From an optimization exercise on the open Yosys and OpenROAD flow, aimed at small area, a short achievable clock period and few clock cycles per item; shortcuts taken in it are not production practice.
In this exercise RTL edits were held to simulation tests only and were not proved equivalent to the original.
Power figures rest on the tool's default switching activity, not on a simulated workload.

==> job 1130 <==
==> flow/design.v <==
module pola_codec (
    input  wire        clk,
    input  wire        rst,
    input  wire        dec_in_valid,
    output wire        dec_in_ready,
    input  wire [11:0] dec_code,
    output reg         dec_out_valid,
    output wire [31:0] dec_sample,
    input  wire        enc_in_valid,
    output wire        enc_in_ready,
    input  wire [31:0] enc_sample,
    output reg         enc_out_valid,
    output reg  [11:0] enc_code
);
    assign dec_in_ready = 1'b1;
    assign enc_in_ready = 1'b1;
    reg        dv_r, ev_r;
    reg [11:0] code_r;
    reg [31:0] samp_r;
    always @(posedge clk) begin
        if (rst) begin
            dv_r <= 1'b0;
            ev_r <= 1'b0;
        end else begin
            dv_r <= dec_in_valid;
            ev_r <= enc_in_valid;
        end
        code_r <= dec_code;
        samp_r <= enc_sample;
    end
    wire        c11 = code_r[11];
    wire [11:0] a   = {code_r[10:0] ^ {11{~c11}}, 1'b1};
    wire        inc = c11 | ~code_r[10];
    wire        s8 = (a[11:4] == 8'd0);
    wire [11:0] a1 = s8 ? {a[3:0], 8'd0} : a;
    wire        s4 = (a1[11:8] == 4'd0);
    wire [11:0] a2 = s4 ? {a1[7:0], 4'd0} : a1;
    wire        s2 = (a2[11:10] == 2'd0);
    wire [11:0] a3 = s2 ? {a2[9:0], 2'd0} : a2;
    wire        s1 = ~a3[11];
    wire [11:0] an = s1 ? {a3[10:0], 1'b0} : a3;
    wire [3:0]  lz = {s8, s4, s2, s1};
    reg  [11:0] low;
    reg         cy, zb;
    integer i;
    always @(*) begin
        cy = 1'b0;
        zb = 1'b1;
        for (i = 0; i < 12; i = i + 1) begin
            low[i] = an[i] ^ (inc & (cy | zb & an[i]));
            cy     = an[i] & (cy | zb);
            zb     = zb & ~an[i];
        end
        cy = cy & inc;
    end
    wire        sp = inc & (&a);
    wire [3:0]  ex = (4'd14 - lz) | {3'd0, sp};
    wire [30:0] dec_mag = {4'b0111, ex,
                           an[10:1] & {10{~sp}}, (an[0] | cy) & ~sp, low};
    wire        sg = samp_r[31];
    wire [7:0]  e  = samp_r[30:23];
    wire [22:0] f  = samp_r[22:0];
    wire        big = e[7] | (&e[6:0]);                     
    wire        mid = (e[7:4] == 4'b0111) && (e[3:0] >= 4'd3) && (e[3:0] != 4'd15);
    wire        nzn = (e >= 8'd103) || ((e == 8'd102) && (f != 23'd0));
    wire [3:0]  k   = 4'd14 - e[3:0];
    wire [24:0] zg  = {1'b1, f, 1'b0} >> k;                 
    wire [23:0] z   = zg[24:1];
    wire        g   = zg[0];
    reg         st;
    always @(*) begin
        st = 1'b0;
        for (i = 0; i < 10; i = i + 1)
            if (i + 2 <= k) st = st | f[i];
    end
    wire [11:0] A   = z[12:1];
    wire [10:0] Bz  = z[23:13];
    wire        incp = z[0] & (g | st | z[1]);
    wire        q    = z[0] | (g & st);
    wire        ltp  = ({1'b0, A} + {12'd0, incp}) < {2'b0, Bz};
    wire        gtn  = ({1'b0, A} + {12'd0, q}) > {2'b0, Bz};
    wire        d    = sg ? ~gtn : ltp;
    wire [11:0] r    = {1'b1, Bz} - {11'd0, d};
    wire [11:0] enc_c = big ? {12{~sg}} :
                        mid ? (r ^ {12{sg}}) :
                        (sg & nzn) ? 12'd2047 : 12'd2048;
    reg  [30:0] dmag_r;
    reg         dsgn_r;
    always @(posedge clk) begin
        if (rst) begin
            dec_out_valid <= 1'b0;
            enc_out_valid <= 1'b0;
        end else begin
            dec_out_valid <= dv_r;
            enc_out_valid <= ev_r;
        end
        dsgn_r  <= ~c11;
        dmag_r  <= dec_mag;
        enc_code <= enc_c;
    end
    assign dec_sample = {dsgn_r, dmag_r};
endmodule
==> flow/run.sh <==
#!/bin/bash
# synth_recipe.tcl (not shown) runs the flow's synth.tcl, then flattens the netlist and writes it again
# the make line also repeats each setting of config.mk as NAME=value (left out here)
make -C /OpenROAD-flow-scripts/flow DESIGN_CONFIG=/design/flow/config.mk WORK_HOME=/design/flow/orfs CLKGATE_MAP_FILE= SYNTH_SCRIPT=/design/flow/synth_recipe.tcl finish
==> flow/config.mk <==
export PLATFORM = sky130hd
export DESIGN_NAME = pola_codec
export DESIGN_NICKNAME = pola_codec
export VERILOG_FILES = /design/flow/design.v
export SDC_FILE = /design/flow/constraint.sdc
export NUM_CORES = 4
export LEC_CHECK = 0
export CAP_MARGIN = 20
export CORE_MARGIN = 2
export CORE_UTILIZATION = 40
export SLEW_MARGIN = 20
==> flow/constraint.sdc <==
create_clock -name core_clock -period 60.0 [get_ports {clk}]
set_input_delay 12.0000 -clock core_clock [delete_from_list [all_inputs] [get_ports {clk}]]
set_output_delay 12.0000 -clock core_clock [all_outputs]
set_load 0.01 [all_outputs]
==> job 7451: changes against job 1130 <==
==> flow/design.v (replaced) <==
module pola_codec (
    input  wire        clk,
    input  wire        rst,
    input  wire        dec_in_valid,
    output wire        dec_in_ready,
    input  wire [11:0] dec_code,
    output reg         dec_out_valid,
    output wire [31:0] dec_sample,
    input  wire        enc_in_valid,
    output wire        enc_in_ready,
    input  wire [31:0] enc_sample,
    output reg         enc_out_valid,
    output reg  [11:0] enc_code
);
    assign dec_in_ready = 1'b1;
    assign enc_in_ready = 1'b1;
    integer i;
    reg        dv_r, ev_r;
    reg [11:0] code_r;
    reg [31:0] samp_r;
    always @(posedge clk) begin
        if (rst) begin
            dv_r <= 1'b0;
            ev_r <= 1'b0;
        end else begin
            dv_r <= dec_in_valid;
            ev_r <= enc_in_valid;
        end
        code_r <= dec_code;
        samp_r <= enc_sample;
    end
    wire        c11 = code_r[11];
    wire [11:0] a   = {code_r[10:0] ^ {11{~c11}}, 1'b1};
    wire        inc = c11 | ~code_r[10];
    wire        n2 = |a[11:8];
    wire        n1 = |a[7:4];
    wire        c0 = n2;                 
    wire        c1 = ~n2 & n1;           
    wire        c2 = ~n2 & ~n1;          
    wire [11:0] a1 = ({12{c0}} & a) | ({12{c1}} & {a[7:0], 4'd0}) |
                     ({12{c2}} & {a[3:0], 8'd0});
    wire        f0 = a1[11];
    wire        f1 = ~a1[11] & a1[10];
    wire        f2 = ~a1[11] & ~a1[10] & a1[9];
    wire        f3 = ~a1[11] & ~a1[10] & ~a1[9];
    wire [11:0] an = ({12{f0}} & a1) | ({12{f1}} & {a1[10:0], 1'b0}) |
                     ({12{f2}} & {a1[9:0], 2'd0}) | ({12{f3}} & {a1[8:0], 3'd0});
    reg  [11:0] low;
    reg         cy, zb;
    always @(*) begin
        cy = 1'b0;
        zb = 1'b1;
        for (i = 0; i < 12; i = i + 1) begin
            low[i] = an[i] ^ (inc & (cy | zb & an[i]));
            cy     = an[i] & (cy | zb);
            zb     = zb & ~an[i];
        end
        cy = cy & inc;
    end
    wire        sp = inc & (&a);
    wire [3:0]  ex = {c0 | c1 & ~f3, ~f3 & (c0 | c2) | f3 & c1,
                      f0 | f3, f1 | f3 | sp};
    wire [30:0] dec_mag = {4'b0111, ex,
                           an[10:1] & {10{~sp}}, (an[0] | cy) & ~sp, low};
    wire        sg = samp_r[31];
    wire [7:0]  e  = samp_r[30:23];
    wire [22:0] f  = samp_r[22:0];
    wire        big = e[7] | (&e[6:0]);                     
    wire        mid = ~e[7] & (&e[6:4]) & (|e[3:2] | (&e[1:0])) & ~(&e[3:0]);
    wire        nzn = (&e[6:4]) | (e[6:3] == 4'b1101) | (e[6:0] == 7'd103) |
                      ((e[6:0] == 7'd102) & (|f));
    wire [3:0]  k   = 4'd14 - e[3:0];
    wire        k0  = ~k[3] & ~k[2];
    wire        k4  = k[2];
    wire        k8  = k[3];
    wire        q0  = ~k[1] & ~k[0];
    wire        q1  = ~k[1] & k[0];
    wire        q2  = k[1] & ~k[0];
    wire        q3  = k[1] & k[0];
    wire [24:0] m0  = {1'b1, f, 1'b0};
    wire [24:0] m1  = ({25{k0}} & m0) | ({25{k4}} & {4'd0, m0[24:4]}) |
                      ({25{k8}} & {8'd0, m0[24:8]});
    wire [24:0] sh  = ({25{q0}} & m1) | ({25{q1}} & {1'd0, m1[24:1]}) |
                      ({25{q2}} & {2'd0, m1[24:2]}) | ({25{q3}} & {3'd0, m1[24:3]});
    reg         st;
    always @(*) begin
        st = 1'b0;
        for (i = 0; i < 10; i = i + 1)
            if (i + 2 <= k) st = st | f[i];
    end
    wire [23:0] z    = sh[24:1];
    wire        g    = sh[0];
    wire [11:0] A    = z[12:1];
    wire [10:0] Bz   = z[23:13];
    wire        incp = z[0] & (g | st | z[1]);
    wire        q    = z[0] | (g & st);
    reg  [11:0] X;
    reg         c, gt;
    always @(*) begin
        c = incp & ~sg;
        for (i = 0; i < 12; i = i + 1) begin
            X[i] = A[i] ^ c;
            c    = c & A[i];
        end
        gt = sg ? q : 1'b1;
        for (i = 0; i < 12; i = i + 1)
            gt = (i < 11) ? ((X[i] & ~Bz[i]) | ((X[i] | ~Bz[i]) & gt))
                          : (X[i] | gt);
        gt = gt | c;
    end
    wire        d = ~gt;
    reg  [11:0] r;
    reg         b;
    always @(*) begin
        b = d;
        for (i = 0; i < 11; i = i + 1) begin
            r[i] = Bz[i] ^ b ^ sg;
            b    = b & ~Bz[i];
        end
        r[11] = ~b ^ sg;
    end
    wire [11:0] enc_c = big ? {12{~sg}} :
                        mid ? r :
                        {~(sg & nzn), {11{sg & nzn}}};
    reg  [30:0] dmag_r;
    reg         dsgn_r;
    always @(posedge clk) begin
        if (rst) begin
            dec_out_valid <= 1'b0;
            enc_out_valid <= 1'b0;
        end else begin
            dec_out_valid <= dv_r;
            enc_out_valid <= ev_r;
        end
        dsgn_r   <= ~c11;
        dmag_r   <= dec_mag;
        enc_code <= enc_c;
    end
    assign dec_sample = {dsgn_r, dmag_r};
endmodule
==> flow/flow/run.sh (new file) <==
#!/bin/bash
# Own layout flow: the standard ORFS flow (standard.sh) with these changes:
#  - synthesis is the standard one except that abc maps with flow/abc.script
#    (area-oriented, no buffering/upsizing); register names and cells are
#    those of the standard synthesis;
#  - extract_fa is skipped (no half/full adder cells fixed before abc);
#  - the port buffers that global placement inserts on every input and output
#    are sky130_fd_sc_hd__buf_1 cells;
#  - clock tree synthesis inserts no dummy loads.
# All tool output goes to flow_make.log here and to ORFS's own logs under orfs/logs.
set -euo pipefail
W=$(pwd)
export OWN_ABC_SCRIPT="$W/flow/abc.script"
export BUFFER_PORTS_ARGS="-buffer_cell sky130_fd_sc_hd__buf_1"
export CTS_ARGS="-sink_clustering_enable -repair_clock_nets -dont_use_dummy_load -buf_list sky130_fd_sc_hd__clkbuf_8"
bash "$W/standard.sh" SYNTH_SCRIPT="$W/flow/synth.tcl" finish > "$W/flow_make.log" 2>&1
==> flow/flow/abc.script (new file) <==
strash
dc2
&get -n
&dch -f
&nf -R 1000 -a
&put
==> flow/flow/synth.tcl (new file) <==
# Standard synthesis (synth_recipe.tcl) with two changes: abc maps with the
# area-oriented script in flow/abc.script instead of ORFS's abc_area/abc_speed
# script (no buffering or upsizing against a 60 ps target), and extract_fa is
# skipped, so that abc maps the adder-like logic together with the rest.
proc synth {args} { yosys synth -nofsm -noshare {*}$args }
proc extract_fa {args} { puts "extract_fa skipped" }
proc abc {args} {
  set i [lsearch -exact $args -script]
  if { $i >= 0 } { lset args [expr { $i + 1 }] $::env(OWN_ABC_SCRIPT) }
  yosys abc {*}$args
}
source $::env(SCRIPTS_DIR)/synth.tcl
# left out here: clear keep_hierarchy, flatten, clean up, hide names made inside functions, write 1_2_yosys.v
==> flow/standard.sh (new file) <==
#!/bin/bash
# synth_recipe.tcl (not shown) runs the flow's synth.tcl, then flattens the netlist and writes it again
# the make line also repeats each setting of config.mk as NAME=value (left out here)
make -C /OpenROAD-flow-scripts/flow DESIGN_CONFIG=/design/flow/config.mk WORK_HOME=/design/flow/orfs CLKGATE_MAP_FILE= SYNTH_SCRIPT=/design/flow/synth_recipe.tcl "${@:-finish}"
removed: flow/run.sh
==> summary.md <==
| Metric | Value |
|---|---|
| Seq/total area | `0.242` |
| Top delay family on crit path | `buffers and inverters` |
| Pwr Total | `0.000196 W` |
| GPL Wtd Cong | `0.982` |
| FP Rows | `44` |
| NonClk Buf Share | `0.129` |
| Met1 Use GR | `0.237` |
| Multi-input comb cells | `534` |
| Status | `complete, no violations` |
| Slew @ Worst Pin | `968 ps` |
| Via Count | `5382` |
| Tcrit/Tclk final | `0.220` |
The numbers above come from job 1130.

==> summary.md <==
| Metric | Value |
|---|---|
| Status | `complete, no violations` |
| Seq/total area | `0.372` |
| Multi-input comb cells | `387` |
| Met1 Use GR | `0.283` |
| FP Rows | `36` |
| GPL Wtd Cong | `0.924` |
| Slew @ Worst Pin | `1010 ps` |
| NonClk Buf Share | `0.0800` |
| Pwr Total | `0.000135 W` |
The numbers above come from job 7451.

Testbench counts of job 1130, summed over its fixed seeds: cycles 16,016, items 32,000.
Testbench counts of job 7451, summed over its fixed seeds: cycles 16,016, items 32,000.

==> what the ideal ports hide <==
In the flow no input, the clock included, has a driving cell. The finished layouts below were timed again as built, in two steps. Step 1 (the two cells are an assumption about what drives the block):
set clk [get_ports {clk}]
set_driving_cell -lib_cell sky130_fd_sc_hd__clkbuf_16 $clk
set_driving_cell -lib_cell sky130_fd_sc_hd__buf_2 [delete_from_list [all_inputs] $clk]
Step 2, shift: input delay + t, output delay - t, t = (earliest + latest rising clock arrival at the registers) / 2. This alone moves slack from input paths to output paths. Three values: ideal ports, drivers, drivers and shift; two values: the first two.
| run | shift t [ns] | setup slack, ns | worst setup path at the end |
|---|---|---|---|
| job 1130 | 0.380 | 46.786 / 46.746 / 47.126 | register to output |
| job 7451 | 0.381 | 47.164 / 47.132 / 47.513 | register to output |
After both steps every run listed still meets setup and hold.
